This design comes from an exercise in tuning for small area, a short achievable clock period and few clock cycles on the open sky130 flow, not from production work.
In this exercise RTL edits were held to simulation tests only and were not proved equivalent to the original.
Power is estimated from default activity; no workload was simulated.

**design/flow/design.v**
```verilog
module phase_accumulator_oscillator #(
    parameter integer MAX_GRAINS = 4,
    parameter integer G          = 2,
    parameter integer L          = 16
) (
    input  wire                clk,
    input  wire                rst,
    input  wire                cmd_valid,
    output wire                cmd_ready,
    input  wire [47:0]         cmd,
    output wire                rsp_valid,
    output reg  [2:0]          rsp_status,
    output reg  [31:0]         rsp_data,
    output wire                tick_valid,
    output reg  [15:0]         sample_out,
    output reg  [15+$clog2(MAX_GRAINS*G):0] mix_out,
    output reg  [15:0]         fold_out,
    output reg                 trigger_out,
    output reg  [$clog2(MAX_GRAINS*G+1)-1:0] active_out
);
    localparam integer CAP  = MAX_GRAINS * G;
    localparam integer SIW  = (CAP > 1) ? $clog2(CAP) : 1;
    localparam integer CNTW = $clog2(CAP + 1);
    localparam integer MIXW = 16 + $clog2(CAP);
    localparam integer GW   = (G > 1) ? $clog2(G) : 1;
    localparam integer LW   = (L > 1) ? $clog2(L) : 1;
    localparam integer FW   = MIXW + 1;
    localparam integer NL   = 2;        
    localparam integer NP   = CAP / NL;      
    localparam [15:0] M = 16'd32767;
    localparam [2:0] ST_OK = 3'd0, ST_EOP = 3'd1, ST_ESTATE = 3'd2,
                     ST_EADDR = 3'd3, ST_EVALUE = 3'd4;
    localparam [7:0] OP_NOP = 8'h00, OP_TICK = 8'h01, OP_INIT = 8'h02,
                     OP_STOP = 8'h03, OP_WR = 8'h04, OP_RD = 8'h05,
                     OP_ALLOC = 8'h06;
    localparam [2:0] S_IDLE  = 3'd0,
                     S_RESP  = 3'd1,
                     S_TICK  = 3'd2,
                     S_ALLOC = 3'd3,
                     S_INIT  = 3'd4,
                     S_FDIV  = 3'd5,
                     S_FOLD  = 3'd6;
    reg                 run;
    reg                 err_op, err_state, err_addr, err_value;
    reg  [31:0]         cfg_density;
    reg  [31:0]         cfg_life;
    reg  [14:0]         cfg_fb_gain;
    reg  [15:0]         cfg_mod_depth;
    reg  [31:0]         cfg_fold_rate;
    reg  [14:0]         cfg_fold_base;
    reg  [14:0]         cfg_fold_depth;
    reg  [31:0]         cfg_car_inc [0:G-1];
    reg  [31:0]         cfg_mod_inc [0:G-1];
    reg                 v_act  [0:CAP-1];
    reg  [31:0]         v_cph  [0:CAP-1];
    reg  [31:0]         v_mph  [0:CAP-1];
    reg  [31:0]         v_cinc [0:CAP-1];
    reg  [31:0]         v_minc [0:CAP-1];
    reg  [31:0]         v_tot  [0:CAP-1];    
    reg                 v_sm   [0:CAP-1];    
    reg  [7:0]          v_q    [0:CAP-1];    
    reg  [31:0]         v_r    [0:CAP-1];    
    reg  [31:0]         lfsr;
    reg  [31:0]         dust;
    reg  [GW-1:0]       gptr;
    reg  [31:0]         lfo;
    reg  signed [16:0]  hp_r;                
    reg  [7:0]          dv_pre;              
    reg  signed [FW-1:0] fv_acc;             
    reg                 fire_r;              
    reg                 cfg_sm;              
    reg  [8:0]          cfg_a;               
    reg  [9:0]          ab_rem;              
    reg  [3:0]          ab_cnt;
    reg  [15:0]         dbuf [0:L-1];        
    reg  [LW:0]         dfill;               
    reg  [LW-1:0]       cursor;
    reg  [2:0]          state;
    reg  [2:0]          tc;                  
    reg                 rsp_is_tick;
    reg                 al_en;               
    reg  [SIW-1:0]      al_idx;
    reg  [GW-1:0]       al_grp;
    reg  [15:0]         hi;
    reg  signed [16:0]  fb_shr;
    reg                 b_v    [0:NL-1];
    reg  [7:0]          b_ca   [0:NL-1];
    reg  [14:0]         b_wn   [0:NL-1];     
    reg  [31:0]         dv_rem;
    reg  [31:0]         dv_sh;               
    reg  [5:0]          dv_cnt;              
    reg  [FW-1:0]       fd_rem;
    reg  [FW-1:0]       fd_sh;
    reg  [4:0]          fd_cnt;
    reg                 fd_done;
    assign tick_valid = rsp_valid & rsp_is_tick;
    wire [7:0]  c_op   = cmd[47:40];
    wire [7:0]  c_addr = cmd[39:32];
    wire [31:0] c_data = cmd[31:0];
    wire        accept = cmd_valid && cmd_ready;
    wire [31:0] x1 = lfsr ^ (lfsr << 13);
    wire [31:0] x2 = x1 ^ (x1 >> 17);
    wire [31:0] lfsr_n = x2 ^ (x2 << 5);
    function [31:0] xs;
        input [31:0] v;
        reg   [31:0] a, b;
        begin
            a  = v ^ (v << 13);
            b  = a ^ (a >> 17);
            xs = b ^ (b << 5);
        end
    endfunction
    wire        dv_nar = (cfg_density[31:8] == 24'd0);
    reg  [31:0] dv_rem_n;
    reg  [8:0]  dn_t;
    reg  [9:0]  dn_d;
    reg  [7:0]  dn_r;
    reg  [32:0] dw_t;
    reg  [33:0] dw_d;
    integer     dj;
    wire [31:0] dv_x1 = xs(lfsr_n);
    reg  [8:0]  dp_t;
    reg  [9:0]  dp_d;
    reg  [7:0]  dp_r;
    reg  [7:0]  dv_pre4;
    integer     dk;
    always @(*) begin
        dp_r = 8'd0;
        for (dk = 0; dk < 4; dk = dk + 1) begin
            dp_t = {dp_r, dv_x1[31 - dk]};
            dp_d = {1'b0, dp_t} - {2'b00, cfg_density[7:0]};
            dp_r = dp_d[9] ? dp_t[7:0] : dp_d[7:0];
        end
    end
    reg  [8:0]  dq_t;
    reg  [9:0]  dq_d;
    reg  [7:0]  dq_r;
    always @(*) begin
        dq_r = dv_pre4;
        for (dk = 4; dk < 8; dk = dk + 1) begin
            dq_t = {dq_r, dv_x1[31 - dk]};
            dq_d = {1'b0, dq_t} - {2'b00, cfg_density[7:0]};
            dq_r = dq_d[9] ? dq_t[7:0] : dq_d[7:0];
        end
    end
    always @(posedge clk) begin
        dv_pre4 <= dp_r;
        dv_pre  <= dq_r;
    end
    wire [31:0] dv_rem_i = dv_rem;
    wire [31:0] dv_sh_i  = dv_sh;
    always @(*) begin
        dn_r = dv_rem_i[7:0];
        for (dj = 0; dj < 4; dj = dj + 1) begin
            dn_t = {dn_r, dv_sh_i[31 - dj]};
            dn_d = {1'b0, dn_t} - {2'b00, cfg_density[7:0]};
            dn_r = dn_d[9] ? dn_t[7:0] : dn_d[7:0];
        end
        dw_t = {dv_rem_i, dv_sh_i[31]};
        dw_d = {1'b0, dw_t} - {2'b00, cfg_density};
        dv_rem_n = dv_nar ? {24'd0, dn_r} : (dw_d[33] ? dw_t[31:0] : dw_d[31:0]);
    end
    wire        dv_done  = dv_cnt[5];
    wire        dv_avail = dv_done || (dv_nar && (dv_cnt == 6'd28));
    wire [31:0] dv_m     = dv_done ? dv_rem : dv_rem_n;
    wire        fire     = fire_r;
    wire        dust_wait = run && fire && !dv_avail;
    assign cmd_ready  = (state == S_IDLE) && !dust_wait && (ab_cnt == 4'd0);
    wire [9:0]  ab_t = {ab_rem[8:0], (ab_cnt == 4'd9)};
    wire [10:0] ab_d = {1'b0, ab_t} - {2'b00, cfg_life[8:0]};
    wire [31:0] cfg_totp = cfg_sm ? {5'd0, ab_rem[8:0], cfg_a, cfg_life[8:0]} : cfg_life;
    reg             free_found;
    reg [SIW-1:0]   free_idx;
    integer         fi;
    always @(*) begin
        free_found = 1'b0;
        free_idx   = {SIW{1'b0}};
        for (fi = CAP - 1; fi >= 0; fi = fi - 1) begin
            if (!v_act[fi]) begin
                free_found = 1'b1;
                free_idx   = fi[SIW-1:0];
            end
        end
    end
    reg [CNTW-1:0] act_count;
    integer        ci;
    always @(*) begin
        act_count = {CNTW{1'b0}};
        for (ci = 0; ci < CAP; ci = ci + 1)
            act_count = act_count + {{(CNTW-1){1'b0}}, v_act[ci]};
    end
    wire        a_scalar_rw = (c_addr <= 8'h06);
    wire        a_ro        = (c_addr >= 8'h10) && (c_addr <= 8'h16);
    wire        a_car       = (c_addr[7:6] == 2'b01) && ({2'b00, c_addr[5:0]} < G);
    wire        a_mod       = (c_addr[7:6] == 2'b10) && ({2'b00, c_addr[5:0]} < G);
    wire        a_rw        = a_scalar_rw | a_car | a_mod;
    wire        a_mapped    = a_rw | a_ro;
    wire [GW-1:0] a_g       = c_addr[GW-1:0];
    reg [31:0] rd_val;
    always @(*) begin
        rd_val = 32'd0;
        if (a_car)      rd_val = cfg_car_inc[a_g];
        else if (a_mod) rd_val = cfg_mod_inc[a_g];
        else begin
            case (c_addr)
                8'h00: rd_val = cfg_density;
                8'h01: rd_val = cfg_life;
                8'h02: rd_val = {17'd0, cfg_fb_gain};
                8'h03: rd_val = {16'd0, cfg_mod_depth};
                8'h04: rd_val = cfg_fold_rate;
                8'h05: rd_val = {17'd0, cfg_fold_base};
                8'h06: rd_val = {17'd0, cfg_fold_depth};
                8'h10: rd_val = {27'd0, err_value, err_addr, err_state, err_op, run};
                8'h11: rd_val = {{(32-CNTW){1'b0}}, act_count};
                8'h12: rd_val = lfsr;
                8'h13: rd_val = dust;
                8'h14: rd_val = {{(32-LW){1'b0}}, cursor};
                8'h15: rd_val = {{(32-GW){1'b0}}, gptr};
                8'h16: rd_val = lfo;
                default: rd_val = 32'd0;
            endcase
        end
    end
    reg wr_too_wide;
    always @(*) begin
        case (c_addr)
            8'h02, 8'h05, 8'h06: wr_too_wide = |c_data[31:15];
            8'h03:               wr_too_wide = |c_data[31:16];
            default:             wr_too_wide = 1'b0;
        endcase
    end
    wire op_bad = (c_op > OP_ALLOC) ||
                  (((c_op == OP_NOP) || (c_op == OP_TICK) || (c_op == OP_STOP)) &&
                   ((c_addr != 8'd0) || (c_data != 32'd0))) ||
                  ((c_op == OP_INIT) && (c_addr != 8'd0)) ||
                  (((c_op == OP_RD) || (c_op == OP_ALLOC)) && (c_data != 32'd0));
    wire go_tick  = accept && !op_bad && (c_op == OP_TICK) && run;
    wire [15:0] dbuf_out = dfill[LW] ? dbuf[0] : 16'd0;
    wire [31:0] lfo_sum  = lfo + cfg_fold_rate;
    wire        idle      = (state == S_IDLE);
    wire        ring_step = go_tick ||
                            (((state == S_TICK) || (state == S_ALLOC)) && (tc < NP));
    wire        tick_mode = idle || (state == S_TICK);
    wire [2:0]  step      = idle ? 3'd0 : tc;
    wire        al_c_en  = idle ? (fire && free_found) : al_en;
    wire [SIW-1:0] al_c_idx = idle ? free_idx : al_idx;
    wire [GW-1:0]  al_c_grp = ((state == S_TICK) || (state == S_ALLOC)) ? al_grp : gptr;
    wire [31:0] init_cinc_c = cfg_car_inc[al_c_grp];
    wire [31:0] init_minc_c = cfg_mod_inc[al_c_grp];
    wire        fb_mode   = idle || (state == S_RESP);
    reg         t_act  [0:NL-1];
    reg  [31:0] t_cph  [0:NL-1];
    reg  [31:0] t_mph  [0:NL-1];
    reg  [31:0] t_cinc [0:NL-1];
    reg  [31:0] t_minc [0:NL-1];
    reg  [31:0] t_tot  [0:NL-1];
    reg         t_sm   [0:NL-1];
    reg  [31:0] l_hmn  [0:NL-1];         
    reg  [15:0] l_w1   [0:NL-1];         
    reg  [15:0] xw;                      
    reg  [31:0] l_cci  [0:NL-1];         
    reg         l_tg   [0:NL-1];         
    reg         n_tg   [0:NL-1];
    wire [31:0] l_sum2 [0:NL-1];
    wire [31:0] l_sum1 [0:NL-1];
    reg  [7:0]  t_q    [0:NL-1];
    reg  [31:0] t_r    [0:NL-1];
    reg         a_v    [0:NL-1];
    reg  [7:0]  a_ca   [0:NL-1];
    reg  [7:0]  a_qo   [0:NL-1];
    wire [15:0] a_wn   [0:NL-1];
    wire [7:0]  wa_addr [0:NL-1];
    wire [15:0] wa_q    [0:NL-1];
    wire [7:0]  wb_addr [0:NL-1];
    wire [15:0] wb_q    [0:NL-1];
    wire [15:0] wn_q    [0:NL-1];
    reg  signed [31:0] l_prodb [0:NL-1];
    reg  signed [MIXW-1:0] l_vo [0:NL-1];
    genvar gl;
    generate
        for (gl = 0; gl < NL; gl = gl + 1) begin : lane
            wire        h_act  = v_act [gl*NP];
            wire [31:0] h_cph  = v_cph [gl*NP];
            wire [31:0] h_mph  = v_mph [gl*NP];
            wire [31:0] h_cinc = v_cinc[gl*NP];
            wire [31:0] h_minc = v_minc[gl*NP];
            wire [31:0] h_tot  = v_tot [gl*NP];
            wire        h_sm   = v_sm  [gl*NP];
            wire [7:0]  h_q    = v_q   [gl*NP];
            wire [31:0] h_r    = v_r   [gl*NP];
            wire [SIW-1:0] vid = gl * NP + step;
            wire        tgt_c  = al_c_en && (al_c_idx == vid);
            wire        i_act  = tgt_c | h_act;
            wire [31:0] i_cph  = tgt_c ? 32'd0 : h_cph;
            wire [31:0] i_mph  = tgt_c ? 32'd0 : h_mph;
            wire [31:0] i_cinc = tgt_c ? init_cinc_c : h_cinc;
            wire [31:0] i_minc = tgt_c ? init_minc_c : h_minc;
            wire [31:0] i_totp = tgt_c ? cfg_totp : h_tot;
            wire        i_sm   = tgt_c ? cfg_sm : h_sm;
            wire [31:0] i_tot  = i_sm ? {23'd0, i_totp[8:0]} : i_totp;
            wire [7:0]  i_q    = tgt_c ? 8'd0 : h_q;
            wire [31:0] i_r    = tgt_c ? 32'd0 : h_r;
            wire        tgt_r  = l_tg[gl];
            wire [31:0] mph_n  = tgt_r ? init_minc_c : l_hmn[gl];
            assign l_sum1[gl]  = v_mph[gl*NP+1] + v_minc[gl*NP+1];
            assign l_sum2[gl]  = v_cph[gl*NP+1] + v_cinc[gl*NP+1];
            assign wa_addr[gl] = (gl == 0 && !ring_step) ? lfo_sum[31:24] : l_sum1[gl][31:24];
            win_rom u_wn (.addr(a_qo[gl]), .data(a_wn[gl]));
            wave_rom u_wa (.addr(wa_addr[gl]), .data(wa_q[gl]));
            wire [15:0] w1_eff = tgt_r ? xw : l_w1[gl];
            wire signed [31:0] prod_a = $signed(w1_eff) * $signed({1'b0, cfg_mod_depth});
            wire [31:0] cph_n  = (tgt_r ? init_cinc_c : l_cci[gl]) + prod_a;
            wire [31:0] e_totp = tgt_r ? cfg_totp : h_tot;
            wire        e_sm   = tgt_r ? cfg_sm : h_sm;
            wire [31:0] e_tot  = e_sm ? {23'd0, e_totp[8:0]} : e_totp;
            wire [7:0]  e_q    = tgt_r ? 8'd0 : h_q;
            wire [31:0] e_r    = tgt_r ? 32'd0 : h_r;
            wire [8:0]  env_a = e_sm ? e_totp[17:9]  : 9'd0;
            wire [8:0]  env_b = e_sm ? e_totp[26:18] : 9'd256;
            wire [32:0] e_s   = {1'b0, e_r} + {24'd0, env_b};
            wire [33:0] e_d   = {1'b0, e_s} - {2'b00, e_tot};
            wire        e_ge  = !e_d[33];
            wire [32:0] e_rn  = e_ge ? e_d[32:0] : e_s;
            wire [9:0]  e_qn  = {2'b00, e_q} + {1'b0, env_a} + {9'd0, e_ge};
            wire        upd   = tick_mode && i_act;
            always @(*) begin
                t_act[gl]  = i_act && !(upd && e_qn[8]);
                t_cph[gl]  = upd ? cph_n : i_cph;
                t_mph[gl]  = upd ? mph_n : i_mph;
                t_cinc[gl] = i_cinc;
                t_minc[gl] = i_minc;
                t_tot[gl]  = i_totp;
                t_sm[gl]   = i_sm;
                t_q[gl]    = upd ? e_qn[7:0] : i_q;
                t_r[gl]    = upd ? e_rn[31:0] : i_r;
                a_v[gl]    = upd;
                a_ca[gl]   = cph_n[31:24];
                a_qo[gl]   = i_q;
            end
            assign wb_addr[gl] = b_ca[gl];
            wave_full_rom u_wb (.addr(wb_addr[gl]), .data(wb_q[gl]));
            assign wn_q[gl] = {1'b0, b_wn[gl]};
            wire [15:0] mb_a = fb_mode ? ((gl == 1) ? dbuf_out : hw) : wb_q[gl];
            wire [14:0] mb_b = fb_mode ? ((gl == 1) ? cfg_fb_gain : cfg_fold_depth) : wn_q[gl][14:0];
            wire signed [31:0] prod_b = $signed(mb_a) * $signed({1'b0, mb_b});
            always @(*) begin
                l_prodb[gl] = prod_b;
                l_vo[gl]    = b_v[gl] ? {{(MIXW-17){prod_b[31]}}, prod_b[31:15]} : {MIXW{1'b0}};
            end
        end
    endgenerate
    reg signed [MIXW-1:0] vo_sum;
    integer vs;
    always @(*) begin
        vo_sum = {MIXW{1'b0}};
        for (vs = 0; vs < NL; vs = vs + 1)
            vo_sum = vo_sum + l_vo[vs];
    end
    wire signed [16:0] fdep_shr = hp_r;
    wire signed [17:0] hi_raw   = $signed({3'd0, cfg_fold_base}) + fdep_shr;
    wire [15:0]        hi_clamp = (hi_raw < 18'sd1) ? 16'd1 :
                                   (hi_raw > 18'sd32767) ? M : hi_raw[15:0];
    wire signed [FW-1:0] fv   = fv_acc;
    wire                 fneg = fv[FW-1];
    wire [FW-1:0]        fmag = fneg ? ~fv : fv;              
    wire [FW:0]          h1   = {{(FW-15){1'b0}}, hi};
    wire [FW:0]          h2   = {h1[FW-1:0], 1'b0};
    wire [FW:0]          h4   = {h1[FW-2:0], 2'b00};
    wire [FW:0]          h8   = {h1[FW-3:0], 3'b000};
    wire [FW:0]          h16  = {h1[FW-4:0], 4'b0000};
    wire [FW:0]          h6   = h4 + h2;
    wire [FW:0]          h10  = h8 + h2;
    wire [FW:0]          h12  = h8 + h4;
    wire [FW:0]          h14  = h16 - h2;
    wire [FW:0]          fm0  = {1'b0, fmag};
    wire [FW:0]          fd1  = fm0 - h4;
    wire [FW:0]          fd2  = fm0 - h8;
    wire [FW:0]          fd3  = fm0 - h12;
    wire [FW:0]          fd4  = fm0 - h16;
    wire [FW:0]          fw0  = fm0 - h2;
    wire [FW:0]          fw1  = fm0 - h6;
    wire [FW:0]          fw2  = fm0 - h10;
    wire [FW:0]          fw3  = fm0 - h14;
    wire                 f_fast = fd4[FW];                    
    wire [FW:0]          fw_f = !fd1[FW] ? (!fd2[FW] ? (!fd3[FW] ? fw3 : fw2) : fw1) : fw0;
    wire [FW:0]          fw_s = {1'b0, fd_rem} - h2;
    wire [FW:0]          fw_u = fd_done ? fw_s : fw_f;
    wire [FW:0]          fw   = fneg ? ~fw_u : fw_u;
    wire                 fwn  = fw[FW];
    wire [FW:0]          fres = fwn ? (h1 + fw) : (h1 - fw);
    wire [FW:0]          fm1  = h4;
    wire                 fold_ok = f_fast || fd_done;
    always @(*) fold_out = fres[15:0];
    wire [FW-1:0] mix_full = fv_acc - {{(FW-16){1'b0}}, hi};
    always @(*) mix_out = mix_full[MIXW-1:0];
    assign rsp_valid  = (state == S_RESP) || ((state == S_FOLD) && fold_ok);
    wire [FW:0]          fd_t  = {fd_rem, fd_sh[FW-1]};
    wire [FW+1:0]        fd_df = {1'b0, fd_t} - {1'b0, fm1};
    wire [FW-1:0]        fd_rn = fd_df[FW+1] ? fd_t[FW-1:0] : fd_df[FW-1:0];
    wire signed [FW+1:0] d_hf  = $signed({{(FW-15){1'b0}}, hi}) + $signed(fb_shr);
    wire signed [FW+1:0] d_sum = fwn ? (d_hf + $signed({fw[FW], fw})) : (d_hf - $signed({fw[FW], fw}));
    wire [15:0]        d_wr     = (d_sum > 22'sd32767)  ? 16'h7FFF :
                                  (d_sum < -22'sd32768) ? 16'h8000 : d_sum[15:0];
    integer i, l, k;
    task reject(input [2:0] code);
        begin
            rsp_status  <= code;
            rsp_data    <= 32'd0;
            rsp_is_tick <= 1'b0;
            case (code)
                ST_EOP:    err_op    <= 1'b1;
                ST_ESTATE: err_state <= 1'b1;
                ST_EADDR:  err_addr  <= 1'b1;
                default:   err_value <= 1'b1;
            endcase
            state <= S_RESP;
        end
    endtask
    task respond(input [31:0] d);
        begin
            rsp_status  <= ST_OK;
            rsp_data    <= d;
            rsp_is_tick <= 1'b0;
            state       <= S_RESP;
        end
    endtask
    always @(posedge clk) begin
        if (rst) begin
            for (i = 0; i < CAP; i = i + 1)
                v_act[i] <= 1'b0;
        end else if (accept && !op_bad && ((c_op == OP_INIT && c_data != 32'd0 &&
                     cfg_density != 32'd0 && cfg_life != 32'd0) || c_op == OP_STOP)) begin
            for (i = 0; i < CAP; i = i + 1)
                v_act[i] <= 1'b0;
        end else if (ring_step) begin
            for (l = 0; l < NL; l = l + 1) begin
                for (k = 0; k < NP - 1; k = k + 1) begin
                    v_act [l*NP+k] <= v_act [l*NP+k+1];
                    v_cph [l*NP+k] <= v_cph [l*NP+k+1];
                    v_mph [l*NP+k] <= v_mph [l*NP+k+1];
                    v_cinc[l*NP+k] <= v_cinc[l*NP+k+1];
                    v_minc[l*NP+k] <= v_minc[l*NP+k+1];
                    v_tot [l*NP+k] <= v_tot [l*NP+k+1];
                    v_sm  [l*NP+k] <= v_sm  [l*NP+k+1];
                    v_q   [l*NP+k] <= v_q   [l*NP+k+1];
                    v_r   [l*NP+k] <= v_r   [l*NP+k+1];
                end
                v_act [l*NP+NP-1] <= t_act [l];
                v_cph [l*NP+NP-1] <= t_cph [l];
                v_mph [l*NP+NP-1] <= t_mph [l];
                v_cinc[l*NP+NP-1] <= t_cinc[l];
                v_minc[l*NP+NP-1] <= t_minc[l];
                v_tot [l*NP+NP-1] <= t_tot [l];
                v_sm  [l*NP+NP-1] <= t_sm  [l];
                v_q   [l*NP+NP-1] <= t_q   [l];
                v_r   [l*NP+NP-1] <= t_r   [l];
            end
        end
    end
    always @(posedge clk) begin
        if (ring_step)
            for (l = 0; l < NL; l = l + 1) begin
                l_hmn[l] <= l_sum1[l];
                l_cci[l] <= l_sum2[l];
                l_w1[l]  <= wa_q[l];
            end
    end
    integer ln;
    always @(*) begin
        for (ln = 0; ln < NL; ln = ln + 1) begin
            if (idle && go_tick)
                n_tg[ln] = fire && free_found && (free_idx == ln * NP + 1);
            else if (state == S_TICK && tc < NP - 1)
                n_tg[ln] = al_en && (al_idx == ln * NP + tc + 1);
            else
                n_tg[ln] = fire && free_found && (free_idx == ln * NP);
        end
    end
    always @(posedge clk)
        for (l = 0; l < NL; l = l + 1)
            l_tg[l] <= n_tg[l];
    reg  [15:0] hw;
    always @(posedge clk)
        hw <= wa_q[0];
    always @(posedge clk)
        hp_r <= l_prodb[0][31:15];
    wire [7:0]  xw_addr = init_minc_c[31:24];
    wire [15:0] xw_q;
    wave_rom u_xw (.addr(xw_addr), .data(xw_q));
    always @(posedge clk)
        xw <= xw_q;
    always @(posedge clk) begin
        for (l = 0; l < NL; l = l + 1) begin
            if (ring_step) begin
                b_v[l]  <= a_v[l];
                b_ca[l] <= a_ca[l];
                b_wn[l] <= a_wn[l][14:0];
            end else begin
                b_v[l]  <= 1'b0;
            end
        end
    end
    always @(posedge clk) begin
        if (rst) begin
            dv_cnt <= 6'd0;
            dv_rem <= 32'd0;
            dv_sh  <= 32'd0;
        end else if (accept && !op_bad && c_op == OP_INIT && c_data != 32'd0 &&
                     cfg_density != 32'd0 && cfg_life != 32'd0) begin
            dv_cnt <= 6'd0;
            dv_rem <= 32'd0;
            dv_sh  <= c_data;
        end else if (go_tick) begin
            dv_cnt <= dv_nar ? 6'd8 : 6'd0;
            dv_rem <= dv_nar ? {24'd0, dv_pre} : 32'd0;
            dv_sh  <= dv_nar ? {dv_x1[23:0], 8'd0} : dv_x1;
        end else if ((state == S_INIT && dv_done) ||
                     (accept && !op_bad && c_op == OP_WR && c_addr == 8'h00) ||
                     (accept && !op_bad && c_op == OP_STOP)) begin
            dv_cnt <= 6'd0;
            dv_rem <= 32'd0;
            dv_sh  <= lfsr_n;
        end else if (!dv_done) begin
            dv_cnt <= dv_cnt + (dv_nar ? 6'd4 : 6'd1);
            dv_rem <= dv_rem_n;
            dv_sh  <= dv_nar ? {dv_sh[27:0], 4'd0} : {dv_sh[30:0], 1'b0};
        end
    end
    always @(posedge clk) begin
        if (state == S_FOLD && fold_ok) begin
            for (i = 0; i < L - 1; i = i + 1)
                dbuf[i] <= dbuf[i+1];
            dbuf[L-1] <= d_wr;
        end
    end
    always @(posedge clk) begin
        if (rst) begin
            state          <= S_IDLE;
            tc             <= 3'd0;
            run            <= 1'b0;
            err_op         <= 1'b0;
            err_state      <= 1'b0;
            err_addr       <= 1'b0;
            err_value      <= 1'b0;
            cfg_density    <= 32'd0;
            cfg_life       <= 32'd0;
            cfg_sm         <= 1'b1;
            ab_cnt         <= 4'd0;
            ab_rem         <= 10'd0;
            cfg_fb_gain    <= 15'd0;
            cfg_mod_depth  <= 16'd0;
            cfg_fold_rate  <= 32'd0;
            cfg_fold_base  <= 15'd0;
            cfg_fold_depth <= 15'd0;
            for (i = 0; i < G; i = i + 1) begin
                cfg_car_inc[i] <= 32'd0;
                cfg_mod_inc[i] <= 32'd0;
            end
            lfsr   <= 32'd1;
            dust   <= 32'd0;
            fire_r <= 1'b1;
            gptr   <= {GW{1'b0}};
            lfo    <= 32'd0;
            cursor <= {LW{1'b0}};
            dfill  <= {(LW+1){1'b0}};
            fd_done <= 1'b0;
        end else begin
            if (ab_cnt != 4'd0) begin
                ab_cnt <= ab_cnt - 4'd1;
                ab_rem <= ab_d[10] ? ab_t : ab_d[9:0];
                cfg_a  <= {cfg_a[7:0], !ab_d[10]};
            end
            case (state)
            S_IDLE: begin
                if (accept) begin
                    if (op_bad) begin
                        reject(ST_EOP);
                    end else begin
                        case (c_op)
                        OP_NOP: respond(32'd0);
                        OP_TICK: begin
                            if (!run) reject(ST_ESTATE);
                            else begin
                                lfsr        <= lfsr_n;
                                trigger_out <= fire;
                                active_out  <= act_count + {{(CNTW-1){1'b0}}, fire & free_found};
                                sample_out  <= dbuf_out;
                                rsp_status  <= ST_OK;
                                rsp_data    <= {{16{dbuf_out[15]}}, dbuf_out};
                                rsp_is_tick <= 1'b1;
                                lfo         <= lfo_sum;
                                fb_shr      <= l_prodb[1][31:15];
                                al_en       <= fire & free_found;
                                al_idx      <= free_idx;
                                al_grp      <= gptr;
                                if (fire) begin
                                    gptr   <= (gptr == G - 1) ? {GW{1'b0}} : gptr + 1'b1;
                                    dust   <= dv_m;
                                end else begin
                                    dust   <= dust - 32'd1;
                                end
                                tc    <= 3'd1;
                                state <= S_TICK;
                            end
                        end
                        OP_INIT: begin
                            if ((c_data == 32'd0) || (cfg_density == 32'd0) || (cfg_life == 32'd0))
                                reject(ST_EVALUE);
                            else begin
                                lfsr   <= c_data;
                                dust   <= 32'd0;
                                fire_r <= 1'b1;
                                gptr   <= {GW{1'b0}};
                                lfo    <= 32'd0;
                                cursor <= {LW{1'b0}};
                                dfill  <= {(LW+1){1'b0}};
                                state  <= S_INIT;
                            end
                        end
                        OP_STOP: begin
                            lfsr   <= 32'd1;
                            dust   <= 32'd0;
                            fire_r <= 1'b1;
                            gptr   <= {GW{1'b0}};
                            lfo    <= 32'd0;
                            cursor <= {LW{1'b0}};
                            dfill  <= {(LW+1){1'b0}};
                            run    <= 1'b0;
                            respond(32'd0);
                        end
                        OP_WR: begin
                            if (!a_rw) reject(ST_EADDR);
                            else if (wr_too_wide) reject(ST_EVALUE);
                            else if (run && (c_addr <= 8'h01) && (c_data == 32'd0)) reject(ST_EVALUE);
                            else begin
                                if (a_car)      cfg_car_inc[a_g] <= c_data;
                                else if (a_mod) cfg_mod_inc[a_g] <= c_data;
                                else begin
                                    case (c_addr)
                                        8'h00: cfg_density    <= c_data;
                                        8'h01: begin
                                            cfg_life <= c_data;
                                            cfg_sm   <= (c_data <= 32'd256);
                                            ab_cnt   <= 4'd9;
                                            ab_rem   <= 10'd0;
                                        end
                                        8'h02: cfg_fb_gain    <= c_data[14:0];
                                        8'h03: cfg_mod_depth  <= c_data[15:0];
                                        8'h04: cfg_fold_rate  <= c_data;
                                        8'h05: cfg_fold_base  <= c_data[14:0];
                                        default: cfg_fold_depth <= c_data[14:0];
                                    endcase
                                end
                                respond(32'd0);
                            end
                        end
                        OP_RD: begin
                            if (!a_mapped) reject(ST_EADDR);
                            else respond(rd_val);
                        end
                        default: begin  
                            if (!run) reject(ST_ESTATE);
                            else if ({24'd0, c_addr} >= G) reject(ST_EADDR);
                            else if (!free_found) respond(32'hFFFF_FFFF);
                            else begin
                                al_en  <= 1'b1;
                                al_idx <= free_idx;
                                al_grp <= a_g;
                                tc     <= 3'd0;
                                state  <= S_ALLOC;
                            end
                        end
                        endcase
                    end
                end
            end
            S_ALLOC: begin
                tc <= tc + 3'd1;
                if (tc == NP - 1)
                    respond({{(32-SIW){1'b0}}, al_idx});
            end
            S_INIT: begin
                if (dv_done) begin
                    dust   <= dv_rem;
                    fire_r <= (dv_rem <= 32'd1);
                    run    <= 1'b1;
                    respond(32'd0);
                end
            end
            S_TICK: begin
                tc <= tc + 3'd1;
                if (tc == 3'd1)
                    fire_r <= (dust <= 32'd1);
                if (tc <= NP) begin
                    fv_acc  <= ((tc == 3'd1) ? $signed({{(FW-16){1'b0}}, hi_clamp}) : fv_acc) +
                               $signed({vo_sum[MIXW-1], vo_sum});
                    if (tc == 3'd1)
                        hi <= hi_clamp;
                end
                if (tc == NP)
                    state <= S_FOLD;
            end
            S_FOLD: begin
                if (fold_ok) begin
                    fd_done <= 1'b0;
                    cursor  <= (cursor == L - 1) ? {LW{1'b0}} : cursor + 1'b1;
                    if (!dfill[LW]) dfill <= dfill + 1'b1;
                    state   <= S_IDLE;
                end else begin
                    fd_rem <= {FW{1'b0}};
                    fd_sh  <= fmag;
                    fd_cnt <= FW[4:0];
                    state  <= S_FDIV;
                end
            end
            S_FDIV: begin
                fd_rem <= fd_rn;
                fd_sh  <= {fd_sh[FW-2:0], 1'b0};
                fd_cnt <= fd_cnt - 5'd1;
                if (fd_cnt == 5'd1) begin
                    fd_done <= 1'b1;
                    state   <= S_FOLD;
                end
            end
            S_RESP: begin
                state <= S_IDLE;
            end
            default: state <= S_IDLE;
            endcase
        end
    end
endmodule
module wave_rom (
    input  wire [7:0]  addr,
    output wire [15:0] data
);
    wire [6:0] a7 = addr[6] ? (7'd64 - {1'b0, addr[5:0]}) : {1'b0, addr[5:0]};
    reg  [14:0] qm;
    always @(*) begin
        case (a7)
            7'd0: qm = 15'h0000;
            7'd1: qm = 15'h0324;
            7'd2: qm = 15'h0648;
            7'd3: qm = 15'h096a;
            7'd4: qm = 15'h0c8c;
            7'd5: qm = 15'h0fab;
            7'd6: qm = 15'h12c8;
            7'd7: qm = 15'h15e2;
            7'd8: qm = 15'h18f9;
            7'd9: qm = 15'h1c0b;
            7'd10: qm = 15'h1f1a;
            7'd11: qm = 15'h2223;
            7'd12: qm = 15'h2528;
            7'd13: qm = 15'h2826;
            7'd14: qm = 15'h2b1f;
            7'd15: qm = 15'h2e11;
            7'd16: qm = 15'h30fb;
            7'd17: qm = 15'h33df;
            7'd18: qm = 15'h36ba;
            7'd19: qm = 15'h398c;
            7'd20: qm = 15'h3c56;
            7'd21: qm = 15'h3f17;
            7'd22: qm = 15'h41ce;
            7'd23: qm = 15'h447a;
            7'd24: qm = 15'h471c;
            7'd25: qm = 15'h49b4;
            7'd26: qm = 15'h4c3f;
            7'd27: qm = 15'h4ebf;
            7'd28: qm = 15'h5133;
            7'd29: qm = 15'h539b;
            7'd30: qm = 15'h55f5;
            7'd31: qm = 15'h5842;
            7'd32: qm = 15'h5a82;
            7'd33: qm = 15'h5cb3;
            7'd34: qm = 15'h5ed7;
            7'd35: qm = 15'h60eb;
            7'd36: qm = 15'h62f1;
            7'd37: qm = 15'h64e8;
            7'd38: qm = 15'h66cf;
            7'd39: qm = 15'h68a6;
            7'd40: qm = 15'h6a6d;
            7'd41: qm = 15'h6c23;
            7'd42: qm = 15'h6dc9;
            7'd43: qm = 15'h6f5e;
            7'd44: qm = 15'h70e2;
            7'd45: qm = 15'h7254;
            7'd46: qm = 15'h73b5;
            7'd47: qm = 15'h7504;
            7'd48: qm = 15'h7641;
            7'd49: qm = 15'h776b;
            7'd50: qm = 15'h7884;
            7'd51: qm = 15'h7989;
            7'd52: qm = 15'h7a7c;
            7'd53: qm = 15'h7b5c;
            7'd54: qm = 15'h7c29;
            7'd55: qm = 15'h7ce3;
            7'd56: qm = 15'h7d89;
            7'd57: qm = 15'h7e1d;
            7'd58: qm = 15'h7e9c;
            7'd59: qm = 15'h7f09;
            7'd60: qm = 15'h7f61;
            7'd61: qm = 15'h7fa6;
            7'd62: qm = 15'h7fd8;
            7'd63: qm = 15'h7ff5;
            7'd64: qm = 15'h7fff;
            default: qm = 15'h0000;
        endcase
    end
    assign data = addr[7] ? (16'd0 - {1'b0, qm}) : {1'b0, qm};
endmodule
module wave_full_rom (
    input  wire [7:0]  addr,
    output reg  [15:0] data
);
    always @(*) begin
        case (addr)
            8'd0: data = 16'h0000;
            8'd1: data = 16'h0324;
            8'd2: data = 16'h0648;
            8'd3: data = 16'h096a;
            8'd4: data = 16'h0c8c;
            8'd5: data = 16'h0fab;
            8'd6: data = 16'h12c8;
            8'd7: data = 16'h15e2;
            8'd8: data = 16'h18f9;
            8'd9: data = 16'h1c0b;
            8'd10: data = 16'h1f1a;
            8'd11: data = 16'h2223;
            8'd12: data = 16'h2528;
            8'd13: data = 16'h2826;
            8'd14: data = 16'h2b1f;
            8'd15: data = 16'h2e11;
            8'd16: data = 16'h30fb;
            8'd17: data = 16'h33df;
            8'd18: data = 16'h36ba;
            8'd19: data = 16'h398c;
            8'd20: data = 16'h3c56;
            8'd21: data = 16'h3f17;
            8'd22: data = 16'h41ce;
            8'd23: data = 16'h447a;
            8'd24: data = 16'h471c;
            8'd25: data = 16'h49b4;
            8'd26: data = 16'h4c3f;
            8'd27: data = 16'h4ebf;
            8'd28: data = 16'h5133;
            8'd29: data = 16'h539b;
            8'd30: data = 16'h55f5;
            8'd31: data = 16'h5842;
            8'd32: data = 16'h5a82;
            8'd33: data = 16'h5cb3;
            8'd34: data = 16'h5ed7;
            8'd35: data = 16'h60eb;
            8'd36: data = 16'h62f1;
            8'd37: data = 16'h64e8;
            8'd38: data = 16'h66cf;
            8'd39: data = 16'h68a6;
            8'd40: data = 16'h6a6d;
            8'd41: data = 16'h6c23;
            8'd42: data = 16'h6dc9;
            8'd43: data = 16'h6f5e;
            8'd44: data = 16'h70e2;
            8'd45: data = 16'h7254;
            8'd46: data = 16'h73b5;
            8'd47: data = 16'h7504;
            8'd48: data = 16'h7641;
            8'd49: data = 16'h776b;
            8'd50: data = 16'h7884;
            8'd51: data = 16'h7989;
            8'd52: data = 16'h7a7c;
            8'd53: data = 16'h7b5c;
            8'd54: data = 16'h7c29;
            8'd55: data = 16'h7ce3;
            8'd56: data = 16'h7d89;
            8'd57: data = 16'h7e1d;
            8'd58: data = 16'h7e9c;
            8'd59: data = 16'h7f09;
            8'd60: data = 16'h7f61;
            8'd61: data = 16'h7fa6;
            8'd62: data = 16'h7fd8;
            8'd63: data = 16'h7ff5;
            8'd64: data = 16'h7fff;
            8'd65: data = 16'h7ff5;
            8'd66: data = 16'h7fd8;
            8'd67: data = 16'h7fa6;
            8'd68: data = 16'h7f61;
            8'd69: data = 16'h7f09;
            8'd70: data = 16'h7e9c;
            8'd71: data = 16'h7e1d;
            8'd72: data = 16'h7d89;
            8'd73: data = 16'h7ce3;
            8'd74: data = 16'h7c29;
            8'd75: data = 16'h7b5c;
            8'd76: data = 16'h7a7c;
            8'd77: data = 16'h7989;
            8'd78: data = 16'h7884;
            8'd79: data = 16'h776b;
            8'd80: data = 16'h7641;
            8'd81: data = 16'h7504;
            8'd82: data = 16'h73b5;
            8'd83: data = 16'h7254;
            8'd84: data = 16'h70e2;
            8'd85: data = 16'h6f5e;
            8'd86: data = 16'h6dc9;
            8'd87: data = 16'h6c23;
            8'd88: data = 16'h6a6d;
            8'd89: data = 16'h68a6;
            8'd90: data = 16'h66cf;
            8'd91: data = 16'h64e8;
            8'd92: data = 16'h62f1;
            8'd93: data = 16'h60eb;
            8'd94: data = 16'h5ed7;
            8'd95: data = 16'h5cb3;
            8'd96: data = 16'h5a82;
            8'd97: data = 16'h5842;
            8'd98: data = 16'h55f5;
            8'd99: data = 16'h539b;
            8'd100: data = 16'h5133;
            8'd101: data = 16'h4ebf;
            8'd102: data = 16'h4c3f;
            8'd103: data = 16'h49b4;
            8'd104: data = 16'h471c;
            8'd105: data = 16'h447a;
            8'd106: data = 16'h41ce;
            8'd107: data = 16'h3f17;
            8'd108: data = 16'h3c56;
            8'd109: data = 16'h398c;
            8'd110: data = 16'h36ba;
            8'd111: data = 16'h33df;
            8'd112: data = 16'h30fb;
            8'd113: data = 16'h2e11;
            8'd114: data = 16'h2b1f;
            8'd115: data = 16'h2826;
            8'd116: data = 16'h2528;
            8'd117: data = 16'h2223;
            8'd118: data = 16'h1f1a;
            8'd119: data = 16'h1c0b;
            8'd120: data = 16'h18f9;
            8'd121: data = 16'h15e2;
            8'd122: data = 16'h12c8;
            8'd123: data = 16'h0fab;
            8'd124: data = 16'h0c8c;
            8'd125: data = 16'h096a;
            8'd126: data = 16'h0648;
            8'd127: data = 16'h0324;
            8'd128: data = 16'h0000;
            8'd129: data = 16'hfcdc;
            8'd130: data = 16'hf9b8;
            8'd131: data = 16'hf696;
            8'd132: data = 16'hf374;
            8'd133: data = 16'hf055;
            8'd134: data = 16'hed38;
            8'd135: data = 16'hea1e;
            8'd136: data = 16'he707;
            8'd137: data = 16'he3f5;
            8'd138: data = 16'he0e6;
            8'd139: data = 16'hdddd;
            8'd140: data = 16'hdad8;
            8'd141: data = 16'hd7da;
            8'd142: data = 16'hd4e1;
            8'd143: data = 16'hd1ef;
            8'd144: data = 16'hcf05;
            8'd145: data = 16'hcc21;
            8'd146: data = 16'hc946;
            8'd147: data = 16'hc674;
            8'd148: data = 16'hc3aa;
            8'd149: data = 16'hc0e9;
            8'd150: data = 16'hbe32;
            8'd151: data = 16'hbb86;
            8'd152: data = 16'hb8e4;
            8'd153: data = 16'hb64c;
            8'd154: data = 16'hb3c1;
            8'd155: data = 16'hb141;
            8'd156: data = 16'haecd;
            8'd157: data = 16'hac65;
            8'd158: data = 16'haa0b;
            8'd159: data = 16'ha7be;
            8'd160: data = 16'ha57e;
            8'd161: data = 16'ha34d;
            8'd162: data = 16'ha129;
            8'd163: data = 16'h9f15;
            8'd164: data = 16'h9d0f;
            8'd165: data = 16'h9b18;
            8'd166: data = 16'h9931;
            8'd167: data = 16'h975a;
            8'd168: data = 16'h9593;
            8'd169: data = 16'h93dd;
            8'd170: data = 16'h9237;
            8'd171: data = 16'h90a2;
            8'd172: data = 16'h8f1e;
            8'd173: data = 16'h8dac;
            8'd174: data = 16'h8c4b;
            8'd175: data = 16'h8afc;
            8'd176: data = 16'h89bf;
            8'd177: data = 16'h8895;
            8'd178: data = 16'h877c;
            8'd179: data = 16'h8677;
            8'd180: data = 16'h8584;
            8'd181: data = 16'h84a4;
            8'd182: data = 16'h83d7;
            8'd183: data = 16'h831d;
            8'd184: data = 16'h8277;
            8'd185: data = 16'h81e3;
            8'd186: data = 16'h8164;
            8'd187: data = 16'h80f7;
            8'd188: data = 16'h809f;
            8'd189: data = 16'h805a;
            8'd190: data = 16'h8028;
            8'd191: data = 16'h800b;
            8'd192: data = 16'h8001;
            8'd193: data = 16'h800b;
            8'd194: data = 16'h8028;
            8'd195: data = 16'h805a;
            8'd196: data = 16'h809f;
            8'd197: data = 16'h80f7;
            8'd198: data = 16'h8164;
            8'd199: data = 16'h81e3;
            8'd200: data = 16'h8277;
            8'd201: data = 16'h831d;
            8'd202: data = 16'h83d7;
            8'd203: data = 16'h84a4;
            8'd204: data = 16'h8584;
            8'd205: data = 16'h8677;
            8'd206: data = 16'h877c;
            8'd207: data = 16'h8895;
            8'd208: data = 16'h89bf;
            8'd209: data = 16'h8afc;
            8'd210: data = 16'h8c4b;
            8'd211: data = 16'h8dac;
            8'd212: data = 16'h8f1e;
            8'd213: data = 16'h90a2;
            8'd214: data = 16'h9237;
            8'd215: data = 16'h93dd;
            8'd216: data = 16'h9593;
            8'd217: data = 16'h975a;
            8'd218: data = 16'h9931;
            8'd219: data = 16'h9b18;
            8'd220: data = 16'h9d0f;
            8'd221: data = 16'h9f15;
            8'd222: data = 16'ha129;
            8'd223: data = 16'ha34d;
            8'd224: data = 16'ha57e;
            8'd225: data = 16'ha7be;
            8'd226: data = 16'haa0b;
            8'd227: data = 16'hac65;
            8'd228: data = 16'haecd;
            8'd229: data = 16'hb141;
            8'd230: data = 16'hb3c1;
            8'd231: data = 16'hb64c;
            8'd232: data = 16'hb8e4;
            8'd233: data = 16'hbb86;
            8'd234: data = 16'hbe32;
            8'd235: data = 16'hc0e9;
            8'd236: data = 16'hc3aa;
            8'd237: data = 16'hc674;
            8'd238: data = 16'hc946;
            8'd239: data = 16'hcc21;
            8'd240: data = 16'hcf05;
            8'd241: data = 16'hd1ef;
            8'd242: data = 16'hd4e1;
            8'd243: data = 16'hd7da;
            8'd244: data = 16'hdad8;
            8'd245: data = 16'hdddd;
            8'd246: data = 16'he0e6;
            8'd247: data = 16'he3f5;
            8'd248: data = 16'he707;
            8'd249: data = 16'hea1e;
            8'd250: data = 16'hed38;
            8'd251: data = 16'hf055;
            8'd252: data = 16'hf374;
            8'd253: data = 16'hf696;
            8'd254: data = 16'hf9b8;
            8'd255: data = 16'hfcdc;
            default: data = 16'h0000;
        endcase
    end
endmodule
module win_rom (
    input  wire [7:0]  addr,
    output wire [15:0] data
);
    wire [7:0] a8 = addr[7] ? (8'd0 - addr) : addr;    
    reg  [14:0] hm;
    always @(*) begin
        case (a8)
            8'd0: hm = 15'h0000;
            8'd1: hm = 15'h0005;
            8'd2: hm = 15'h0014;
            8'd3: hm = 15'h002c;
            8'd4: hm = 15'h004f;
            8'd5: hm = 15'h007b;
            8'd6: hm = 15'h00b1;
            8'd7: hm = 15'h00f1;
            8'd8: hm = 15'h013b;
            8'd9: hm = 15'h018e;
            8'd10: hm = 15'h01eb;
            8'd11: hm = 15'h0251;
            8'd12: hm = 15'h02c1;
            8'd13: hm = 15'h033b;
            8'd14: hm = 15'h03be;
            8'd15: hm = 15'h044a;
            8'd16: hm = 15'h04df;
            8'd17: hm = 15'h057e;
            8'd18: hm = 15'h0625;
            8'd19: hm = 15'h06d5;
            8'd20: hm = 15'h078f;
            8'd21: hm = 15'h0850;
            8'd22: hm = 15'h091b;
            8'd23: hm = 15'h09ee;
            8'd24: hm = 15'h0ac9;
            8'd25: hm = 15'h0bad;
            8'd26: hm = 15'h0c98;
            8'd27: hm = 15'h0d8c;
            8'd28: hm = 15'h0e87;
            8'd29: hm = 15'h0f8a;
            8'd30: hm = 15'h1094;
            8'd31: hm = 15'h11a6;
            8'd32: hm = 15'h12bf;
            8'd33: hm = 15'h13de;
            8'd34: hm = 15'h1505;
            8'd35: hm = 15'h1632;
            8'd36: hm = 15'h1766;
            8'd37: hm = 15'h18a0;
            8'd38: hm = 15'h19e0;
            8'd39: hm = 15'h1b26;
            8'd40: hm = 15'h1c71;
            8'd41: hm = 15'h1dc2;
            8'd42: hm = 15'h1f19;
            8'd43: hm = 15'h2074;
            8'd44: hm = 15'h21d4;
            8'd45: hm = 15'h2339;
            8'd46: hm = 15'h24a3;
            8'd47: hm = 15'h2610;
            8'd48: hm = 15'h2782;
            8'd49: hm = 15'h28f7;
            8'd50: hm = 15'h2a70;
            8'd51: hm = 15'h2bec;
            8'd52: hm = 15'h2d6c;
            8'd53: hm = 15'h2eee;
            8'd54: hm = 15'h3073;
            8'd55: hm = 15'h31fa;
            8'd56: hm = 15'h3383;
            8'd57: hm = 15'h350f;
            8'd58: hm = 15'h369c;
            8'd59: hm = 15'h382a;
            8'd60: hm = 15'h39ba;
            8'd61: hm = 15'h3b4a;
            8'd62: hm = 15'h3cdc;
            8'd63: hm = 15'h3e6d;
            8'd64: hm = 15'h4000;
            8'd65: hm = 15'h4192;
            8'd66: hm = 15'h4323;
            8'd67: hm = 15'h44b5;
            8'd68: hm = 15'h4645;
            8'd69: hm = 15'h47d5;
            8'd70: hm = 15'h4963;
            8'd71: hm = 15'h4af0;
            8'd72: hm = 15'h4c7c;
            8'd73: hm = 15'h4e05;
            8'd74: hm = 15'h4f8c;
            8'd75: hm = 15'h5111;
            8'd76: hm = 15'h5293;
            8'd77: hm = 15'h5413;
            8'd78: hm = 15'h558f;
            8'd79: hm = 15'h5708;
            8'd80: hm = 15'h587d;
            8'd81: hm = 15'h59ef;
            8'd82: hm = 15'h5b5c;
            8'd83: hm = 15'h5cc6;
            8'd84: hm = 15'h5e2b;
            8'd85: hm = 15'h5f8b;
            8'd86: hm = 15'h60e6;
            8'd87: hm = 15'h623d;
            8'd88: hm = 15'h638e;
            8'd89: hm = 15'h64d9;
            8'd90: hm = 15'h661f;
            8'd91: hm = 15'h675f;
            8'd92: hm = 15'h6899;
            8'd93: hm = 15'h69cd;
            8'd94: hm = 15'h6afa;
            8'd95: hm = 15'h6c21;
            8'd96: hm = 15'h6d40;
            8'd97: hm = 15'h6e59;
            8'd98: hm = 15'h6f6b;
            8'd99: hm = 15'h7075;
            8'd100: hm = 15'h7178;
            8'd101: hm = 15'h7273;
            8'd102: hm = 15'h7367;
            8'd103: hm = 15'h7452;
            8'd104: hm = 15'h7536;
            8'd105: hm = 15'h7611;
            8'd106: hm = 15'h76e4;
            8'd107: hm = 15'h77af;
            8'd108: hm = 15'h7870;
            8'd109: hm = 15'h792a;
            8'd110: hm = 15'h79da;
            8'd111: hm = 15'h7a81;
            8'd112: hm = 15'h7b20;
            8'd113: hm = 15'h7bb5;
            8'd114: hm = 15'h7c41;
            8'd115: hm = 15'h7cc4;
            8'd116: hm = 15'h7d3e;
            8'd117: hm = 15'h7dae;
            8'd118: hm = 15'h7e14;
            8'd119: hm = 15'h7e71;
            8'd120: hm = 15'h7ec4;
            8'd121: hm = 15'h7f0e;
            8'd122: hm = 15'h7f4e;
            8'd123: hm = 15'h7f84;
            8'd124: hm = 15'h7fb0;
            8'd125: hm = 15'h7fd3;
            8'd126: hm = 15'h7feb;
            8'd127: hm = 15'h7ffa;
            8'd128: hm = 15'h7fff;
            default: hm = 15'h0000;
        endcase
    end
    assign data = {1'b0, hm};
endmodule
```
**design/flow/run.sh**
```bash
#!/bin/bash
# synth_recipe.tcl (not shown) runs the flow's synth.tcl, then flattens the netlist and writes it again
# the make line also repeats each setting of config.mk as NAME=value (left out here)
make -C /OpenROAD-flow-scripts/flow DESIGN_CONFIG=/design/flow/config.mk WORK_HOME=/design/flow/orfs CLKGATE_MAP_FILE= SYNTH_SCRIPT=/design/flow/synth_recipe.tcl finish
```
**design/flow/config.mk**
```make
export PLATFORM = sky130hd
export DESIGN_NAME = phase_accumulator_oscillator
export DESIGN_NICKNAME = phase_accumulator_oscillator
export VERILOG_FILES = /design/flow/design.v
export SDC_FILE = /design/flow/constraint.sdc
export NUM_CORES = 4
export LEC_CHECK = 0
export CAP_MARGIN = 20
export CORE_MARGIN = 2
export CORE_UTILIZATION = 40
export PLACE_DENSITY = 0.6
export SLEW_MARGIN = 20
```
**design/flow/constraint.sdc**
```tcl
create_clock -name core_clock -period 13.0 [get_ports {clk}]
set_input_delay 2.6000 -clock core_clock [delete_from_list [all_inputs] [get_ports {clk}]]
set_output_delay 2.6000 -clock core_clock [all_outputs]
set_load 0.01 [all_outputs]
```
==> results of run 1 <==
routing by layer:
metal  share of wire  vias to the layer above  track usage
met1            0.41                    75800        0.363
li1                -                    69200            -
met2            0.44                     7019        0.417
met4           0.062                       12        0.140
met3           0.086                     1654       0.0536
met5         0.00012                        -            0
report_power, final:
group	switching [mW]	internal, mW	total [mW]	leakage [nW]
sequential	0.106	10.1	10.2	25.4
combinational	4.74	2.61	7.35	52.7
clock	4.05	5.38	9.43	5.26
total	8.90	18.1	27.0	83.4
area by class of cell:
type | count | area share
clock buffers | 420 | 0.0412
repair buffers | 651 | 0.0254
diodes | 38 | 0.000442
well taps | 6450 | 0.0375
inverters | 1633 | 0.0285
flip-flops and latches | 2836 | 0.374
multi-input cells | 14100 | 0.484
clock inverters | 182 | 0.00907
final timing paths:
kind	startpoint	to	slack, ns	cells past startpoint
min reg2reg	v_cph[2][31]$_DFFE_PP_	v_cph[1][31]$_DFFE_PP_	0.35	0
max reg2reg	lfsr[8]$_SDFFE_PP0P_	dv_pre[0]$_DFF_P_	1.42	55
min	v_cph[2][31]$_DFFE_PP_	v_cph[1][31]$_DFFE_PP_	0.35	0
max	fv_acc[19]$_DFFE_PP_	fold_out[15]	0.78	40
state kept, by name, indices dropped and copies added (netlist names), 256 cells and up:
| signal | cells |
|---|---|
| v_cinc | 256 |
| v_minc | 256 |
| v_r | 256 |
| v_cph | 256 |
| dbuf | 256 |
| v_mph | 256 |
| v_tot | 256 |
synth_stat cells, drive strengths merged, types with 189 or more instances:
master / number
edfxtp: 2367
nand2: 2283
inv: 1625
nor2: 1454
o21ai: 1378
a21oi: 1267
ha: 1168
fa: 1036
clkbuf: 958
xnor2: 606
nand3: 491
dfxtp: 469
nor3: 356
and2: 319
mux2i: 312
nor2b: 289
xor2: 270
a21o: 206
a211oi: 189
a31oi: 189
critical path: cells and delay by family, from the launching register on:
family          cells  cell delay (ns)
compound gates     22             4.70
buf+inv             5             1.56
fa+ha+maj           3             0.83
xor+xnor            4             0.58
simple gates        6             0.56
flops               1             0.38
through the flow:
stage	utilization	power, mW
CTS	0.444	27.0
floorplan	-	15.3
global route	0.444	28.2
global placement	0.421	17.5
finish	0.444	27.0
detailed placement	0.421	17.5
placed cells by master (no fill, tap or decap), types with 58 or more instances in the layout:
master,n
edfxtp_1,2367
nand2_1,2280
inv_1,1617
nor2_1,1428
o21ai_0,1356
a21oi_1,1260
ha_1,1168
fa_1,1036
xnor2_1,602
buf_4,487
nand3_1,486
dfxtp_1,465
nor3_1,347
clkbuf_16,335
and2_1,315
nor2b_1,285
mux2i_1,281
xor2_1,267
a21o_1,206
a31oi_1,189
a211oi_1,184
o211ai_1,175
nand2b_1,161
clkdlybuf4s50_1,140
a22oi_1,132
a221oi_1,127
o21a_1,109
or2_2,92
o21bai_1,86
o31ai_1,85
nand4_1,81
o22ai_1,77
and3_1,75
or3_1,73
mux2_2,72
nor4_1,70
clkbuf_1,68
a21boi_0,58
kinds of logic after synthesis:
family                   count (synthesis)  share of synthesized area
AO/OA/AOI/OAI                         4675                      0.151
AND/OR/NAND/NOR                       5920                      0.139
adder cells (fa/ha/maj)               2204                      0.182
flip-flops                            2836                      0.414
multiplexers                           398                     0.0218
buffers and inverters                 2725                     0.0529
XOR/XNOR                               876                     0.0395
other                                    1                  0.0000193
==> metrics.md, run 1 <==
| Metric | Value |
|---|---|
| Run status | `complete, no violations` |
| TritonCTS Buffers | `325` |
| Clock Skews | `0.0892 ns` |
| Detailed-routing iteration count for the pre-antenna-repair pass | `9` |
| Max Cap Viol | `0` |
| CTS tree | `done` |
| Final Hold Violating Endpoints | `0` |
| Most repeated library cell on the critical path | `a21oi_1` |
| Detailed placer's ending HPWL | `~500,000 microns` |
| First-pass GRT wire length | `1,000,000 microns` |
| Max-slew violation count | `0` |
| Proportion of layout cells with a drive suffix above 1 | `0.0684` |
| Number of input and output port buffers inserted | `~140` |
| Total of cells resized after clock tree synthesis | `0` |
| Crit path setup slack, layout | `0.783 ns` |
| Overall Global Routing Usage | `0.271` |
| Clock Sinks | `2,836` |
| Crit path arrival time | `9.62 ns` |
| DIE WIDTH | `701 microns` |
| Highest ir drop seen on vdd | `0.000302 V` |
| Synthesized flop and latch total | `approximately 2,800` |
| Detailed-route vias per instance | `5.84` |
| Leak Pwr | `83.4 nW` |
| Non-filler instance count after layout | `26,300` |
| Delay contributed by the slowest stage of the critical path | `0.55 ns` |
| Remaining antenna violation count | `0` |
| Fin Setup TNS | `0 ns` |
| Maximum clock frequency | `between 80 and 90 MHz` |
| GPL Wtd Cong | `around 1.0` |
| Synth Cell Area | `~190,000 sq um` |
| Power density over the cells | `around 130 nW/um^2` |
| Yosys top cell by area | `edfxtp_1` |
| Placed cell count | `25,600` |
| Starting Density | `0.401` |
| Cell variety after synth | `109` |
| Top flip-flop cell by instance count after synthesis | `edfxtp_1` |
| Area post-placement | `just over 200,000 sq um` |
| Area grow syn2layout | `10.8%` |
| Net count of the finished layout | `21,800` |
| Cell count after synthesis | `19,600` |
| Crit-path max FO | `28` |
| Slew at the pin closest to its max-slew limit | `1.40 ns` |
| H-tree depth | `5` |
| Post-CTS Hold Fix Bufs | `0` |
| Area of the multi-input gates | `around 100,000 sq um` |
| Floorplan die height | `~700 microns` |
| Post-synth EDFFs | `2,367` |
| Detailed router's first-iteration violation count | `between 15,000 and 20,000` |
| Critical-path cell with the highest stage delay | `clkdlybuf4s50_1` |
| Top cells by area, synth | `edfxtp_1, fa_1, ha_1, dfxtp_1, nand2_1` |
| Part of the cycle the worst path needs | `0.940` |
| Vias | `154,000` |
| Clock root buffer | `clkbuf_16` |
| Cell area after layout | `215,000 sq um` |
| Final critical-path required period | `12.22 ns` |
| Setup crit start kind | `flop` |
| Latest clock arrival within the worst-skew pair | `1.04 ns` |
| Worst hold-check path type | `reg -> reg` |
| Largest buffer count on any clock path | `4` |
| Kind of end point of the critical path | `primary output` |
| Count of unresolved DRC violations after routing | `0` |
| Routed len/inst | `about 26 microns` |
| Final Routed Wirelength | `between 600,000 and 700,000 microns` |
| Number of global-route vias before repair | `149,000` |
| Mapped Avg Cell Area | `9.90 sq um` |
| Final count of negative-setup-slack endpoints | `0` |
| Critical path class | `reg -> out` |
| Clock transition at path regs | `0.06 ns` |
| Number of top-level design ports | `between 100 and 150` |
| Floorplan Core Area | `slightly below 500,000 sq um` |
| Worst hold margin | `0.353 ns` |
| Number of post-CTS setup repair buffers | `0` |
| Sequential cell area fraction in the yosys report | `0.414` |
| Fillers | `46,200` |
| Async SR Flop Fraction | `0` |
| Top-area cell type share of the netlist area | `0.366` |
| Ys Warns | `68` |
| Initial antenna violation count | `58` |
| Pin count of the biggest net entering global routing | `191` |
| Unrepaired setup endpoints after global routing | `false` |
| Count of standard-cell rows | `256` |
| Required time of the critical path | `roughly 10 ns` |
| Final global-route overflow total | `0` |
| Relative slew slack | `0.0579` |
| Pre-CTS worst setup slack | `0.910 ns` |
| Total Die Area | `491,000 sq um` |
| Combined flip-flop and latch cell area | `roughly 80,000 sq um` |
Testbench counts, summed over its fixed seeds: cycles 22,175.
==> run 2: changes to the inputs <==
--- a/design/flow/design.v
+++ b/design/flow/design.v
@@ -92,3 +92,2 @@
     reg  [FW-1:0]       fd_rem;
-    reg  [FW-1:0]       fd_sh;
     reg  [4:0]          fd_cnt;
@@ -393,2 +392,3 @@
     always @(*) fold_out = fres[15:0];
+    always @(*) sample_out = rsp_data[15:0];
     wire [FW-1:0] mix_full = fv_acc - {{(FW-16){1'b0}}, hi};
@@ -396,3 +396,3 @@
     assign rsp_valid  = (state == S_RESP) || ((state == S_FOLD) && fold_ok);
-    wire [FW:0]          fd_t  = {fd_rem, fd_sh[FW-1]};
+    wire [FW:0]          fd_t  = {fd_rem, fmag[fd_cnt - 5'd1]};   
     wire [FW+1:0]        fd_df = {1'b0, fd_t} - {1'b0, fm1};
@@ -586,3 +586,2 @@
                                 active_out  <= act_count + {{(CNTW-1){1'b0}}, fire & free_found};
-                                sample_out  <= dbuf_out;
                                 rsp_status  <= ST_OK;
@@ -710,3 +709,2 @@
                     fd_rem <= {FW{1'b0}};
-                    fd_sh  <= fmag;
                     fd_cnt <= FW[4:0];
@@ -717,3 +715,2 @@
                 fd_rem <= fd_rn;
-                fd_sh  <= {fd_sh[FW-2:0], 1'b0};
                 fd_cnt <= fd_cnt - 5'd1;
==> metrics.md, run 2 <==
| Metric | Value |
|---|---|
| Required time of the critical path | `approximately 10 ns` |
| Max-slew violation count | `0` |
| Post-layout total power | `27.2 mW` |
| TritonCTS Buffers | `318` |
| Clock Skews | `0.140 ns` |
| Fin Setup TNS | `0 ns` |
| Top cells by area, synth | `edfxtp_1, fa_1, ha_1, dfxtp_1, nand2_1` |
| Detailed placer's ending HPWL | `472,000 microns` |
| Kind of end point of the critical path | `primary output` |
| Detailed router's first-iteration violation count | `18,400` |
| Total Die Area | `between 400,000 and 500,000 sq um` |
| Clock Sinks | `2,800` |
| Mapped Avg Cell Area | `9.88 sq um` |
| Post-synth EDFFs | `approximately 2,300` |
| Final critical-path required period | `12.36 ns` |
| Most used cells in the layout excluding fill and tap cells | `edfxtp_1, nand2_1, inv_1` |
| Final count of negative-setup-slack endpoints | `0` |
| Clock transition at path regs | `around 0.060 ns` |
| Number of input and output port buffers inserted | `144` |
| Floorplan Core Area | `between 400,000 and 500,000 sq um` |
| GPL Wtd Cong | `0.964` |
| Critical path class | `reg -> out` |
| Overall Global Routing Usage | `0.258` |
| Critical-path cell with the highest stage delay | `edfxtp_1` |
| Routed len/inst | `24.9 microns` |
| H-tree depth | `5` |
| Initial antenna violation count | `34` |
| Relative slew slack | `0.155` |
| Highest ir drop seen on vdd | `0.000333 V` |
| Async SR Flop Fraction | `0` |
| Top flip-flop cell by instance count after synthesis | `edfxtp_1` |
| Final global-route overflow total | `0` |
| Final Hold Violating Endpoints | `0` |
| Crit-path max FO | `9` |
| CTS tree | `done` |
| Most repeated library cell on the critical path | `a21oi_1` |
| Most used standard cells in the synthesized netlist | `edfxtp_1, nand2_1, inv_1` |
| Worst hold-check path type | `reg -> reg` |
| Part of the cycle the worst path needs | `0.951` |
| Crit path arrival time | `9.76 ns` |
| Top-area cell type share of the netlist area | `0.361` |
| Final Routed Wirelength | `651,000 microns` |
| DIE WIDTH | `700 microns` |
| Run status | `complete, no violations` |
| Most common cell in the netlist | `edfxtp_1` |
| Area of the multi-input gates | `104,000 sq um` |
| Starting Density | `0.401` |
| Maximum clock frequency | `roughly 80 MHz` |
| Slew at the pin closest to its max-slew limit | `1.26 ns` |
| Detailed-route vias per instance | `5.82` |
| First-pass GRT wire length | `964,000 microns` |
| Pre-CTS worst setup slack | `0.985 ns` |
| Clock root buffer | `clkbuf_16` |
| Cell variety after synth | `124` |
| Count of unresolved DRC violations after routing | `0` |
| Vias | `152,000` |
| Post-CTS Hold Fix Bufs | `0` |
| Leak Pwr | `83.1 nW` |
| Ys Warns | `68` |
| Delay contributed by the slowest stage of the critical path | `0.58 ns` |
| Setup crit start kind | `flop` |
| Sequential cell area fraction in the yosys report | `0.410` |
| Count of standard-cell rows | `255` |
| Floorplan die height | `700 microns` |
| Yosys top cell by area | `edfxtp_1` |
| Area grow syn2layout | `10.6%` |
| Crit path setup slack, layout | `0.640 ns` |
| Leading cell type in the layout, fill and taps excluded | `edfxtp_1` |
| Final core utilization | `0.444` |
| Cell count after synthesis | `19,600` |
| Number of global-route vias before repair | `146,000` |
| Number of top-level design ports | `145` |
| Fillers | `between 40,000 and 50,000` |
| Max Cap Viol | `0` |
| Synthesized flop and latch total | `2,800` |
| Remaining antenna violation count | `0` |
| Latest clock arrival within the worst-skew pair | `approximately 1.0 ns` |
| Pin count of the biggest net entering global routing | `194` |
| Combined flip-flop and latch cell area | `79,400 sq um` |
| Net count of the finished layout | `21,700` |
| Proportion of layout cells with a drive suffix above 1 | `0.0686` |
| Power density over the cells | `127 nW/um^2` |
| Detailed-routing iteration count for the pre-antenna-repair pass | `14` |
| Setup slack on the worst flop-to-flop path | `0.90 ns` |
| Largest buffer count on any clock path | `4` |
| Synth Cell Area | `194,000 sq um` |
## run 2: per-stage QoR
stage	hold slack [ns]	cell area, sq um	cells
after floorplan	0.400	194000	19600
after global placement	0.400	203000	25600
after detailed placement	0.405	203000	25600
after CTS	0.328	214000	26100
after global routing	0.341	214000	26200
final	0.341	214000	26200
## run 2: layout make-up
type,instances,area share
multi-input cells,14000,0.487
well taps,6425,0.0375
flip-flops and latches,2800,0.371
repair buffers,677,0.0264
inverters,1656,0.0291
diodes,13,0.000152
clock inverters,180,0.0103
clock buffers,394,0.0395
## run 2: layer usage
layer / track usage / part of all wire / vias up
met5: 0 / 0.00014 / -
li1: - / - / 69100
met1: 0.366 / 0.43 / 75300
met4: 0.107 / 0.048 / 14
met3: 0.0413 / 0.083 / 1329
met2: 0.393 / 0.44 / 6762
## run 2: cells by family (layout without fill, tap and decap cells)
family                     Yosys count  count (layout)  share of synthesized area
AOI/OAI and AO/OA                 4688            4688                      0.153
muxes                              425             425                     0.0229
and+or+nand+nor                   5873            5875                      0.139
DFF                               2800            2800                      0.410
other                                1              17                  0.0000194
adders and majority gates         2197            2197                      0.182
xor gates and xnor gates           841             841                     0.0382
buffers and inverters             2775            2907                     0.0548
## run 2: repair_timing
item                                    in CTS  in global routing
resized for setup                            0                  5
endpoints found under the setup margin       0                  4
setup buffers                                0                 12
## run 2: power by group
part | internal [mW] | switching (mW)
Combinational | 2.98 | 4.89
Sequential | 9.94 | 0.109
Clock | 5.29 | 4.01
## run 2: worst max-delay path: cells and delay by family, from the launching register on
family                     cells  cell delay (ns)
AOI/OAI and AO/OA             25             4.68
buffers and inverters          4             1.08
adders and majority gates      3             0.98
and+or+nand+nor                5             0.85
xor gates and xnor gates       3             0.60
DFF                            1             0.58
## run 2: path summary, 6_finish.rpt
check	cells past startpoint	startpoint	to
setup / recovery	40	fv_acc[19]$_DFFE_PP_	fold_out[15]
setup reg to reg	36	state[1]$_SDFFE_PP0P_	wb_q[1][9]$_DFF_P_
hold / removal	0	v_mph[2][25]$_DFFE_PP_	v_mph[1][25]$_DFFE_PP_
hold reg to reg	0	v_mph[2][25]$_DFFE_PP_	v_mph[1][25]$_DFFE_PP_
Testbench counts of run 2, summed over its fixed seeds: cycles 22,175.

[afterwards: timing with drivers on the ports]
How much do the figures lean on ideal ports? The routed layouts below were timed once more, with nothing changed but the port constraints. Step 1, drivers: a clkbuf_16 drives clk and a buf_2 each remaining input, both assumed. Step 2 times the ports against the registers' clock, not the clock port: input delays grow and output delays shrink by t, the midpoint of the rising clock arrivals with the driver on. Three values: ideal ports, drivers, drivers and shift; two values: the first two.
run | t (ns) | slack for setup (ns) | hold WS [ns] | worst register clock-pin slew, ns | cell pins on the clock port's net
run 1 | 1.117 | 0.783 / 0.645 / 0.228 | 0.353 / 0.353 / 0.353 | 0.08 / 0.08 | 1
run 2 | 1.079 | 0.640 / 0.520 / 0.902 | 0.341 / 0.341 / 0.341 | 0.08 / 0.08 | 1
After both steps setup and hold are still met in every run listed. The setup slack of run 1, which loses most, moves by -0.138 ns with the drivers and by -0.555 ns with both steps.
